From an optimization exercise on the open Yosys and OpenROAD flow, aimed at small area, a short achievable clock period and few clock cycles per item; shortcuts taken in it are not production practice.
Where RTL was checked, it was by simulation tests only, not by an equivalence proof against the original.

==> inputs of job 579 <==
Design wgdos_unpack_row, start of the top module:
module wgdos_unpack_row (
    input  wire        clk,
    input  wire        rst,             
    input  wire        cmd_valid,
    output wire        cmd_ready,
    input  wire [31:0] cmd_cols,        
    input  wire [31:0] cmd_avail,       
    input  wire [31:0] cmd_e,           
    input  wire [63:0] cmd_mdi,         
    input  wire        in_valid,
    output wire        in_ready,
    input  wire [63:0] in_data,
    output wire        out_valid,
    input  wire        out_ready,
    output wire [63:0] out_data,
    output wire        done,
    output wire [7:0]  done_status,
    output wire [7:0]  done_kind,
    output wire [31:0] done_words
);
Settings: LEC_CHECK=0, CAP_MARGIN=20, CORE_MARGIN=2, CORE_UTILIZATION=50, CTS_CLUSTER_SIZE=30, SETUP_SLACK_MARGIN=2, SLEW_MARGIN=20; clock period 55.0 ns.
run.sh (not shown) runs the stock make flow with config.mk's settings and CLKGATE_MAP_FILE= SYNTH_SCRIPT=/design/flow/synth_recipe.tcl, a recipe that flattens the netlist after the stock synthesis.
==> job 7136 (differences from job 579) <==
--- a/flow/design.v
+++ b/flow/design.v
@@ -209,10 +209,12 @@
     reg         cmd_rdy_r, in_rdy_r;
     reg         ipend;                  
     reg  [1:0]  kind_r;
     reg         v0, v1;
     reg         wmore;                  
+    reg         wf_r;                   
+    reg         dw_pend;                
     reg  [30:0] left;                   
     reg  [12:0] e_r;                    
     reg         e_inf;                  
     reg  [63:0] mdi_r;
     reg  [4:0]  b_r;
@@ -356,28 +358,28 @@
     wire [31:0] n_cmp;
     wire        n_fit;                                    
     wgdos_add #(.W(32)) u_ncmp (.a(wleft), .b(~n_words), .ci(1'b1), .s(n_cmp), .co(n_fit));
     wire        n_trunc = !n_fit;
     wire err_wr  = (st == F_ERR) && wr_ok;
-    wire chk_wr  = chk_end && !n_trunc && wr_ok;
+    wire dw_wr   = dw_pend && wr_ok;
     wire ip_wr   = ipend && wr_ok;
     always @(posedge clk) begin
         if (rst) begin
             done_r <= 1'b0;
             dbusy  <= 1'b0;
         end else begin
             done_r <= (o_fire && o_last) || err_wr;
-            dbusy  <= err_wr || chk_wr || ip_wr || (dbusy && !done_r);
+            dbusy  <= err_wr || dw_wr || ip_wr || (dbusy && !done_r);
         end
         if (err_wr) begin
             d_status <= err_s;
             d_kind   <= 2'd0;
             d_words  <= {31'd0, err_w};
-        end else if (chk_wr) begin
+        end else if (dw_wr) begin
             d_status <= 3'd0;
             d_kind   <= K_NORMAL;
-            d_words  <= n_words;
+            d_words  <= wleft;
         end else if (ip_wr) begin
             d_status <= 3'd0;
             d_kind   <= kind_r;
             d_words  <= {30'd0, kind_r};
         end
@@ -386,18 +388,24 @@
     wire pop    = (pop_ok && s_free) || (pop_ok && o_go);
     wire wf  = in_fire && ((st == F_DERIV) || (st == F_ADJ) || (st == F_EMIT));
     wire [31:0] wleft_m1;
     wire        wleft_c;
     wgdos_add #(.W(32)) u_wleft (.a(wleft), .b({32{1'b1}}), .ci(1'b0), .s(wleft_m1), .co(wleft_c));
+    wire wl2 = (wleft != 32'd2), wl3 = (wleft != 32'd3), wl4 = (wleft != 32'd4);
+    wire dw_pend_n = (chk_end && !n_trunc) || (dw_pend && !wr_ok);
     reg  [2:0] st_n;
     reg        ipend_n, v0_n, v1_n, wmore_n;
     reg  [1:0] kind_n;
     always @(*) begin
         st_n    = st;
         ipend_n = ipend && !ip_wr;
         kind_n  = kind_r;
-        wmore_n = wmore;
+        case ({wf_r, wf})
+            2'b00:   wmore_n = wl2;
+            2'b11:   wmore_n = wl4;
+            default: wmore_n = wl3;
+        endcase
         v0_n    = v0;
         v1_n    = v1;
         if (row_end) begin
             v0_n = 1'b0;
             v1_n = 1'b0;
@@ -406,12 +414,10 @@
             v1_n = 1'b0;
         end else if (wf) begin
             if (!v0) v0_n = 1'b1;
             else     v1_n = 1'b1;
         end
-        if (wf)
-            wmore_n = (wleft_m1 != 32'd2);
         case (st)
             F_IDLE:
                 if (cmd_fire) begin
                     if (cmd_cols[31] || (cmd_cols[30:0] == 31'd0) || (cmd_avail == 32'd0))
                         st_n = F_ERR;
@@ -434,11 +440,11 @@
                     st_n    = F_ERR;
                 end else if (chk_end) begin
                     kind_n = K_NORMAL;
                     if (n_trunc) begin
                         st_n = F_ERR;
-                    end else if (wr_ok) begin
+                    end else begin
                         wmore_n = (n_words != 32'd2);
                         st_n    = F_BASE;
                     end
                 end else begin
                     kind_n = K_NORMAL;
@@ -466,20 +472,25 @@
         if (rst) begin
             st        <= F_IDLE;
             ipend     <= 1'b0;
             v0        <= 1'b0;
             v1        <= 1'b0;
+            wf_r      <= 1'b0;
+            dw_pend   <= 1'b0;
             cmd_rdy_r <= 1'b0;
             in_rdy_r  <= 1'b0;
         end else begin
+            wf_r      <= wf;
+            dw_pend   <= dw_pend_n;
             st        <= st_n;
             ipend     <= ipend_n;
             v0        <= v0_n;
             v1        <= v1_n;
             cmd_rdy_r <= (st_n == F_IDLE) && !ipend_n;
             in_rdy_r  <= (st_n == F_DESC) || (st_n == F_BASE) ||
-                         (fetch_n && (kind_n == K_NORMAL) && wmore_n && !(v0_n && v1_n));
+                         (fetch_n && (kind_n == K_NORMAL) && wmore_n && !dw_pend_n &&
+                          !(v0_n && v1_n));
         end
         kind_r <= kind_n;
         wmore  <= wmore_n;
     end
     wire [30:0] left_m1;
@@ -494,11 +505,11 @@
             else    w0 <= w1;
         end else if (wf) begin
             if (!v0) w0 <= in_data;
             else     w1 <= in_data;
         end
-        if (wf)
+        if (wf_r)
             wleft <= wleft_m1;
         if (ext) begin
             left <= left_m1;
             ra   <= {ra_n[6] ^ pop, ra_n[5:0]};
         end
@@ -534,11 +545,11 @@
                 if (bb != 5'd0) begin
                     bw  <= sum0[84:0];
                     bb  <= bb_n;
                     p_r <= {3'd0, low1(bb_n)};
                 end
-                if (chk_end && !n_trunc && wr_ok)
+                if (chk_end && !n_trunc)
                     wleft <= n_words;
             end
             F_BASE: begin
                 base_r <= in_data;
             end
Settings changed: CORE_UTILIZATION 50 to 65.
==> job 8397 (differences from job 579) <==
--- a/flow/design.v
+++ b/flow/design.v
@@ -129,26 +129,20 @@
     assign z = !(v6[1] | v6[0]);
     assign n = v6[1] ? {1'b1, c6[11:6]} : {1'b0, c6[5:0]};
 endmodule
 module wgdos_norm (
     input  wire [86:0]        s,
+    input  wire [6:0]         mi,
+    input  wire               z,
     input  wire               sgn,
     input  wire [13:0]        fbm,
     input  wire [6:0]         qsh,
     output wire [63:0]        y
 );
-    wire [6:0] mi;
-    wire       s_zero;
-    wgdos_msb128 u_msb (.x({s, 41'd0}), .n(mi), .z(s_zero));
-    wire [86:0] thr;
-    genvar t;
-    generate
-        for (t = 0; t < 87; t = t + 1) begin : th
-            assign thr[t] = (qsh <= t + 41);
-        end
-    endgenerate
-    wire       nrm = |(s & thr);
+    wire [6:0] qn;
+    wire       nrm;                                    
+    wgdos_add #(.W(7)) u_cmp (.a(mi), .b(~qsh), .ci(1'b1), .s(qn), .co(nrm));
     wire [6:0] sh2 = nrm ? mi : qsh;
     wire [53:0] v;
     wire        st;
     wgdos_rsh #(.IW(181), .OW(54)) u_sh (.x({s, 94'd0}), .a(sh2), .y(v), .st(st));
     wire [52:0]  mant = v[53:1];
@@ -164,13 +158,13 @@
     wgdos_add #(.W(64)) u_rnd (.a(mag0), .b(64'd0), .ci(1'b1), .s(mag1), .co(mag_c));
     wire         ovf0 = mag0[63] | (&mag0[62:52]);
     wire         ovf1 = mag1[63] | (&mag1[62:52]);
     wire [63:0]  mag  = rnd ? mag1 : mag0;
     wire         ovf  = rnd ? ovf1 : ovf0;
-    assign y = s_zero ? 64'd0 :
-               ovf    ? 64'h7FF0000000000000 :
-                        {sgn, mag[62:0]};
+    assign y = z   ? 64'd0 :
+               ovf ? 64'h7FF0000000000000 :
+                     {sgn, mag[62:0]};
 endmodule
 module wgdos_unpack_row (
     input  wire        clk,
     input  wire        rst,             
     input  wire        cmd_valid,
@@ -209,12 +203,16 @@
     reg         cmd_rdy_r, in_rdy_r;
     reg         ipend;                  
     reg  [1:0]  kind_r;
     reg         v0, v1;
     reg         wmore;                  
+    reg         wf_r;                   
+    reg         mi_ok;                  
+    reg         e_ok;                   
     reg  [30:0] left;                   
     reg  [12:0] e_r;                    
+    reg  [1:0]  e_cl;                   
     reg         e_inf;                  
     reg  [63:0] mdi_r;
     reg  [4:0]  b_r;
     reg  [63:0] base_r;
     reg  [31:0] wleft;                  
@@ -228,11 +226,14 @@
     reg         sgn_r;                  
     reg  [1:0]  rmode;
     reg  [13:0] fbm_r;
     reg  [6:0]  qsh_r;
     reg  [5:0]  adj_n;                  
-    reg         s_v, s_last, s_raw, s_sgn;
+    reg         k_v, k_last, k_raw;
+    reg  [63:0] k_d;                    
+    reg         s_v, s_last, s_raw, s_sgn, s_z;
+    reg  [6:0]  s_mi;
     reg  [86:0] s_sum;
     reg         o_v, o_last;
     reg  [63:0] o_d;
     reg         done_r;
     reg         dbusy;                  
@@ -250,13 +251,14 @@
     wire cmd_fire = cmd_valid && cmd_rdy_r;
     wire in_fire  = in_valid && in_rdy_r;
     wire o_go      = out_ready && !o_last;
     wire o_fire    = o_v && out_ready;
     wire o_load_ok = !o_v || o_go;
-    wire s_adv     = s_v && o_load_ok;
     wire s_free    = !s_v || !o_v;
     wire s_load_ok = s_free || o_go;
+    wire k_free    = !k_v || s_free;
+    wire k_load_ok = k_free || o_go;
     wire wr_ok = !dbusy || done_r;
     wire [7:0]  d_kind_f  = w1[63:56];
     wire [7:0]  d_width   = w1[55:48];
     wire        d_rsvd0   = (w1[47:0] == 48'd0);
     wire        d_wzero   = (d_width == 8'd0);
@@ -299,60 +301,76 @@
     wire         miss  = &(codew | ~kmask);
     wire         kz    = (k == 31'd0);
     wire         norm_row = (kind_r == K_NORMAL);
     wire         can_ext  = !norm_row || (v0 && ((ra >= 7'd30) || v1));
     wire         e_go     = (st == F_EMIT) && can_ext;
-    wire         ext      = (e_go && s_free) || (e_go && o_go);
+    wire         ext      = (e_go && k_free) || (e_go && o_go);
     wire         lastc    = (left == 31'd1);
     wire         row_end  = ext && lastc;
-    wire         chk  = (st == F_CHK);
-    wire [30:0]  kin  = chk ? left : k;
-    wire [85:0]  kw   = {55'd0, kin} << p_r;
-    wire [87:0]  sum0, sum1;
-    wgdos_add2 #(.W(88)) u_sum (.a({2'd0, kw}), .b({{3{sgn_r}}, bw}), .s0(sum0), .s1(sum1));
-    wire         tneg = sgn_r && sum1[87];
-    wire [86:0]  smag = !sgn_r ? sum0[86:0] : (sum1[87] ? ~sum0[86:0] : sum1[86:0]);
     wire         c_mdi  = (kind_r == K_MISSING) || (norm_row && miss);
     wire         c_base = (kind_r == K_CONSTANT) || kz || (rmode == R_BASE);
     wire         c_raw  = !norm_row || miss || kz || (rmode != R_NONE);
     wire [63:0]  rawv   = c_mdi  ? mdi_r :
                           c_base ? base_r :
                           (rmode == R_ZERO) ? 64'd0 : 64'h7FF0000000000000;
+    always @(posedge clk) begin
+        if (rst) begin
+            k_v <= 1'b0;
+        end else if (k_load_ok) begin
+            k_v    <= ext;
+            k_last <= lastc;
+            k_raw  <= c_raw;
+            k_d    <= c_raw ? rawv : {33'd0, k};
+        end
+    end
+    wire         chk  = (st == F_CHK);
+    wire [30:0]  kin  = (chk && !k_v) ? left : k_d[30:0];
+    wire [85:0]  kw   = {55'd0, kin} << p_r;
+    wire [87:0]  sum0, sum1;
+    wgdos_add2 #(.W(88)) u_sum (.a({2'd0, kw}), .b({{3{sgn_r}}, bw}), .s0(sum0), .s1(sum1));
+    wire         tneg = sgn_r && sum1[87];
+    wire [86:0]  smag = !sgn_r ? sum0[86:0] : (sum1[87] ? ~sum0[86:0] : sum1[86:0]);
+    wire [6:0]   smi;
+    wire         sz;
+    wgdos_msb128 u_msb (.x({smag, 41'd0}), .n(smi), .z(sz));
+    always @(posedge clk) begin
+        if (rst) begin
+            s_v <= 1'b0;
+        end else if (s_load_ok) begin
+            s_v    <= k_v;
+            s_last <= k_last;
+            s_raw  <= k_raw;
+            s_sgn  <= tneg;
+            s_z    <= sz;
+            s_mi   <= smi;
+            s_sum  <= k_raw ? {23'd0, k_d} : smag;
+        end
+    end
     wire [63:0] ny;
     wgdos_norm u_norm (
         .s   (s_sum),
+        .mi  (s_mi),
+        .z   (s_z),
         .sgn (s_sgn),
         .fbm (fbm_r),
         .qsh (qsh_r),
         .y   (ny)
     );
     always @(posedge clk) begin
         if (rst) begin
             o_v <= 1'b0;
-        end else if (s_adv) begin
-            o_v    <= 1'b1;
+        end else if (o_load_ok) begin
+            o_v    <= s_v;
             o_last <= s_last;
             o_d    <= s_raw ? s_sum[63:0] : ny;
         end else if (o_fire) begin
             o_v <= 1'b0;
         end
     end
-    always @(posedge clk) begin
-        if (rst) begin
-            s_v <= 1'b0;
-        end else if (ext) begin
-            s_v    <= 1'b1;
-            s_last <= lastc;
-            s_raw  <= c_raw;
-            s_sgn  <= tneg;
-            s_sum  <= c_raw ? {23'd0, rawv} : smag;
-        end else if (s_adv) begin
-            s_v <= 1'b0;
-        end
-    end
+    wire        mstep   = chk && mi_ok && !k_v;           
     wire [4:0]  bb_n    = bb & (bb - 5'd1);
-    wire        chk_end = chk && d_is_norm && (bb_n == 5'd0);
+    wire        chk_end = mstep && d_is_norm && (bb_n == 5'd0);
     wire [37:0] acc     = (bb != 5'd0) ? sum0[37:0] : bw[37:0];
     wire [31:0] n_words = acc[37:6];
     wire [31:0] n_cmp;
     wire        n_fit;                                    
     wgdos_add #(.W(32)) u_ncmp (.a(wleft), .b(~n_words), .ci(1'b1), .s(n_cmp), .co(n_fit));
@@ -380,24 +398,27 @@
             d_status <= 3'd0;
             d_kind   <= kind_r;
             d_words  <= {30'd0, kind_r};
         end
     end
+    wire fetch_st = (st == F_DERIV) || (st == F_ADJ) || (st == F_EMIT);
     wire pop_ok = e_go && norm_row && (ra <= 7'd30);
-    wire pop    = (pop_ok && s_free) || (pop_ok && o_go);
-    wire wf  = in_fire && ((st == F_DERIV) || (st == F_ADJ) || (st == F_EMIT));
-    wire [31:0] wleft_m1;
-    wire        wleft_c;
-    wgdos_add #(.W(32)) u_wleft (.a(wleft), .b({32{1'b1}}), .ci(1'b0), .s(wleft_m1), .co(wleft_c));
+    wire pop    = (pop_ok && k_free) || (pop_ok && o_go);
+    wire wf  = in_fire && fetch_st;
+    wire wl2 = (wleft != 32'd2), wl3 = (wleft != 32'd3), wl4 = (wleft != 32'd4);
     reg  [2:0] st_n;
     reg        ipend_n, v0_n, v1_n, wmore_n;
     reg  [1:0] kind_n;
     always @(*) begin
         st_n    = st;
         ipend_n = ipend && !ip_wr;
         kind_n  = kind_r;
-        wmore_n = wmore;
+        case ({wf_r, wf})
+            2'b00:   wmore_n = wl2;
+            2'b11:   wmore_n = wl4;
+            default: wmore_n = wl3;
+        endcase
         v0_n    = v0;
         v1_n    = v1;
         if (row_end) begin
             v0_n = 1'b0;
             v1_n = 1'b0;
@@ -406,12 +427,10 @@
             v1_n = 1'b0;
         end else if (wf) begin
             if (!v0) v0_n = 1'b1;
             else     v1_n = 1'b1;
         end
-        if (wf)
-            wmore_n = (wleft_m1 != 32'd2);
         case (st)
             F_IDLE:
                 if (cmd_fire) begin
                     if (cmd_cols[31] || (cmd_cols[30:0] == 31'd0) || (cmd_avail == 32'd0))
                         st_n = F_ERR;
@@ -430,20 +449,20 @@
                 end else if (d_is_const) begin
                     kind_n  = K_CONSTANT;
                     st_n    = (wleft[31:1] == 31'd0) ? F_ERR : F_BASE;
                 end else if (!d_is_norm) begin
                     st_n    = F_ERR;
-                end else if (chk_end) begin
-                    kind_n = K_NORMAL;
-                    if (n_trunc) begin
-                        st_n = F_ERR;
-                    end else if (wr_ok) begin
-                        wmore_n = (n_words != 32'd2);
-                        st_n    = F_BASE;
-                    end
                 end else begin
-                    kind_n = K_NORMAL;
+                    kind_n  = K_NORMAL;
+                    if (chk_end) begin
+                        if (n_trunc) begin
+                            st_n = F_ERR;
+                        end else if (wr_ok) begin
+                            wmore_n = (n_words != 32'd2);
+                            st_n    = F_BASE;
+                        end
+                    end
                 end
             F_BASE:
                 if (in_fire) begin
                     if (kind_r == K_CONSTANT) begin
                         ipend_n = 1'b1;
@@ -451,11 +470,11 @@
                     end else begin
                         st_n    = F_DERIV;
                     end
                 end
             F_DERIV:
-                if (!s_v)
+                if (!k_v && !s_v)
                     st_n = ((rm_new != R_NONE) || !d_hi) ? F_EMIT : F_ADJ;
             F_ADJ:
                 if (adj_n == 6'd1) st_n = F_EMIT;
             default:  
                 if (row_end) st_n = F_IDLE;
@@ -466,39 +485,47 @@
         if (rst) begin
             st        <= F_IDLE;
             ipend     <= 1'b0;
             v0        <= 1'b0;
             v1        <= 1'b0;
+            wf_r      <= 1'b0;
             cmd_rdy_r <= 1'b0;
             in_rdy_r  <= 1'b0;
         end else begin
             st        <= st_n;
             ipend     <= ipend_n;
             v0        <= v0_n;
             v1        <= v1_n;
+            wf_r      <= wf;
             cmd_rdy_r <= (st_n == F_IDLE) && !ipend_n;
             in_rdy_r  <= (st_n == F_DESC) || (st_n == F_BASE) ||
                          (fetch_n && (kind_n == K_NORMAL) && wmore_n && !(v0_n && v1_n));
         end
         kind_r <= kind_n;
         wmore  <= wmore_n;
     end
     wire [30:0] left_m1;
     wire        left_c;
     wgdos_add #(.W(31)) u_left (.a(left), .b({31{1'b1}}), .ci(1'b0), .s(left_m1), .co(left_c));
+    wire [31:0] wleft_m1;
+    wire        wleft_c;
+    wgdos_add #(.W(32)) u_wleft (.a(wleft), .b({32{1'b1}}), .ci(1'b0), .s(wleft_m1), .co(wleft_c));
     wire [6:0]  ra_n;
     wire        ra_c;
     wgdos_add #(.W(7)) u_ra (.a(ra), .b(~{2'd0, b_r}), .ci(1'b1), .s(ra_n), .co(ra_c));
+    wire [12:0] e_off = (e_cl[1] ? 13'h07FF : e_cl[0] ? 13'h1800 : e_r) + 13'd1078;
     always @(posedge clk) begin
-        if (pop) begin
-            if (wf) w0 <= in_data;
-            else    w0 <= w1;
-        end else if (wf) begin
-            if (!v0) w0 <= in_data;
-            else     w1 <= in_data;
+        if (fetch_st) begin
+            if (pop) begin
+                w0 <= v1 ? w1 : in_data;
+            end else if (!v0) begin
+                w0 <= in_data;
+            end
+            if (!v1)
+                w1 <= in_data;
         end
-        if (wf)
+        if (wf_r)
             wleft <= wleft_m1;
         if (ext) begin
             left <= left_m1;
             ra   <= {ra_n[6] ^ pop, ra_n[5:0]};
         end
@@ -506,46 +533,61 @@
             F_IDLE: begin
                 if (cmd_rdy_r) begin
                     left    <= cmd_cols[30:0];
                     wleft   <= cmd_avail;
                     mdi_r   <= cmd_mdi;
-                    e_r     <= (cmd_e[31:11] == 21'h000000 || cmd_e[31:11] == 21'h1FFFFF) ?
-                               {cmd_e[11], cmd_e[11:0]} : (cmd_e[31] ? 13'h1800 : 13'h07FF);
+                    e_r     <= {cmd_e[11], cmd_e[11:0]};
+                    e_cl    <= {!cmd_e[31] && (cmd_e[30:11] != 20'd0),
+                                cmd_e[31] && (cmd_e[30:11] != 20'hFFFFF)};
                     e_inf   <= !cmd_e[31] && ((cmd_e[30:11] != 20'd0) ||
                                               (cmd_e[10] && (cmd_e[9:0] != 10'd0)));
+                    e_ok    <= 1'b0;
                     err_s   <= (cmd_cols[31] || (cmd_cols[30:0] == 31'd0)) ? 3'd3 : 3'd5;
                     err_w   <= 1'b0;
                 end
             end
             F_DESC: begin
                 b_r   <= in_data[52:48];
-                bw    <= 85'd191;
                 bb    <= in_data[52:48];
-                p_r   <= {3'd0, low1(in_data[52:48])};
-                sgn_r <= 1'b0;
-                err_w <= 1'b1;
                 w1    <= in_data;
-                if (in_fire)
-                    e_r <= e_r + 13'd1078;
+                err_w <= 1'b1;
+                mi_ok <= !k_v;
+                if (!k_v) begin
+                    bw    <= 85'd191;
+                    p_r   <= {3'd0, low1(in_data[52:48])};
+                    sgn_r <= 1'b0;
+                end
             end
             F_CHK: begin
                 err_s <= d_is_const ? 3'd5 : !d_is_norm ? 3'd6 : 3'd5;
-                if (chk_end)
-                    ra <= 7'd94 - {2'd0, b_r};
-                if (bb != 5'd0) begin
+                if (!e_ok) begin
+                    e_r  <= e_off;
+                    e_ok <= 1'b1;
+                end
+                if (!mi_ok) begin
+                    if (!k_v) begin
+                        bw    <= 85'd191;
+                        p_r   <= {3'd0, low1(bb)};
+                        sgn_r <= 1'b0;
+                        mi_ok <= 1'b1;
+                    end
+                end else if (mstep && (bb != 5'd0)) begin
                     bw  <= sum0[84:0];
                     bb  <= bb_n;
                     p_r <= {3'd0, low1(bb_n)};
                 end
-                if (chk_end && !n_trunc && wr_ok)
-                    wleft <= n_words;
+                if (chk_end) begin
+                    ra <= 7'd94 - {2'd0, b_r};
+                    if (!n_trunc && wr_ok)
+                        wleft <= n_words;
+                end
             end
             F_BASE: begin
                 base_r <= in_data;
             end
             F_DERIV: begin
-                if (!s_v) begin
+                if (!k_v && !s_v) begin
                     p_r   <= p_new;
                     sgn_r <= base_r[63];
                     rmode <= rm_new;
                     fbm_r <= fb1 - 14'd93;
                     qsh_r <= qsh_new;
==> flow_summary.ini <==
[run_status]
outcome = finished clean

[cells_and_area]
inv_count = 261

[worst_setup_path]
slowest_delay_ns = 0.68
path_class = primary input to flop
cp-startpoint = out_ready
arrival_ns = 14.04

[global_routing]
grt_pass1_vias = 57010
met2_usage_pct = 63.95
use_met1_pct = 58.00
grtUsageTotal_pct = 44.11
grt_pass1_wl_um = 408700

[worst_hold_path]
min_to = o_last$_DFFE_PP_

[detailed_routing]
totalWireLength_um = 290400
drtPass1Iterations = 9

[clocking]
cts.sinks = 758

[pwr]
pg_comb_uw = 898
power_switching_uw = 963.3
p_int_uw = 1359
-- figures above: job 8397

==> flow_summary.ini <==
[detailed_routing]
totalWireLength_um = 283100
drtPass1Iterations = 10

[run_status]
outcome = finished clean

[cells_and_area]
inv_count = 242

[worst_setup_path]
arrival_ns = 14.40
cp-startpoint = ra[6]$_DFF_P_
path_class = flop to flop

[pwr]
pg_comb_uw = 230
power_switching_uw = 416.3

[global_routing]
grt_pass1_vias = 55000
met2_usage_pct = 66.06
grtUsageTotal_pct = 45.24

[worst_hold_path]
min_to = d_words[30]$_SDFFE_PP0P_
-- figures above: job 579

==> flow_summary.ini <==
[worst_hold_path]
min_to = o_last$_DFFE_PP_

[worst_setup_path]
arrival_ns = 14.68
path_class = flop to flop

[detailed_routing]
totalWireLength_um = 266000
drtPass1Iterations = 14

[global_routing]
grt_pass1_vias = 57220
use_met1_pct = 66.79
grt_pass1_wl_um = 381700
grtUsageTotal_pct = 55.20

[clocking]
cts.sinks = 681

[cells_and_area]
inv_count = 282

[run_status]
outcome = finished clean
-- figures above: job 7136

Testbench counts of job 579, summed over its fixed seeds: cycles 99,995, cells 86,298.
Testbench counts of job 7136, summed over its fixed seeds: cycles 99,995, cells 86,298.
The RTL of job 8397 was laid out without a check of its function.

==> what the ideal ports hide <==
No port has a modelled driver above. Below, the same layouts with a new extraction and two added sets of constraints. Step 1, drivers: a clkbuf_16 drives clk and a buf_2 each remaining input, both assumed. Step 2 also shifts input and output timing later by t, the mid clock arrival at the registers, as if the neighbouring blocks saw the same clock. Three values: ideal ports, drivers, drivers and shift; two values: the first two.
| run | shift t [ns] | setup WS [ns] | worst hold slack (ns) | worst setup path after step 2 | cell pins on the clock port's net |
|---|---|---|---|---|---|
| job 579 | 0.794 | 41.186 / 41.186 / 40.912 | 0.456 / 0.456 / 0.456 | input to register | 1 |
| job 7136 | 0.768 | 40.873 / 40.873 / 40.873 | 0.420 / 0.420 / 0.420 | register to register | 1 |
| job 8397 | 0.786 | 41.414 / 41.400 / 40.614 | 0.430 / 0.430 / 0.430 | input to register | 1 |
After both steps setup and hold are still met in every run listed. The setup slack of job 8397, which loses most, moves by -0.014 ns with the drivers and by -0.800 ns with both steps.
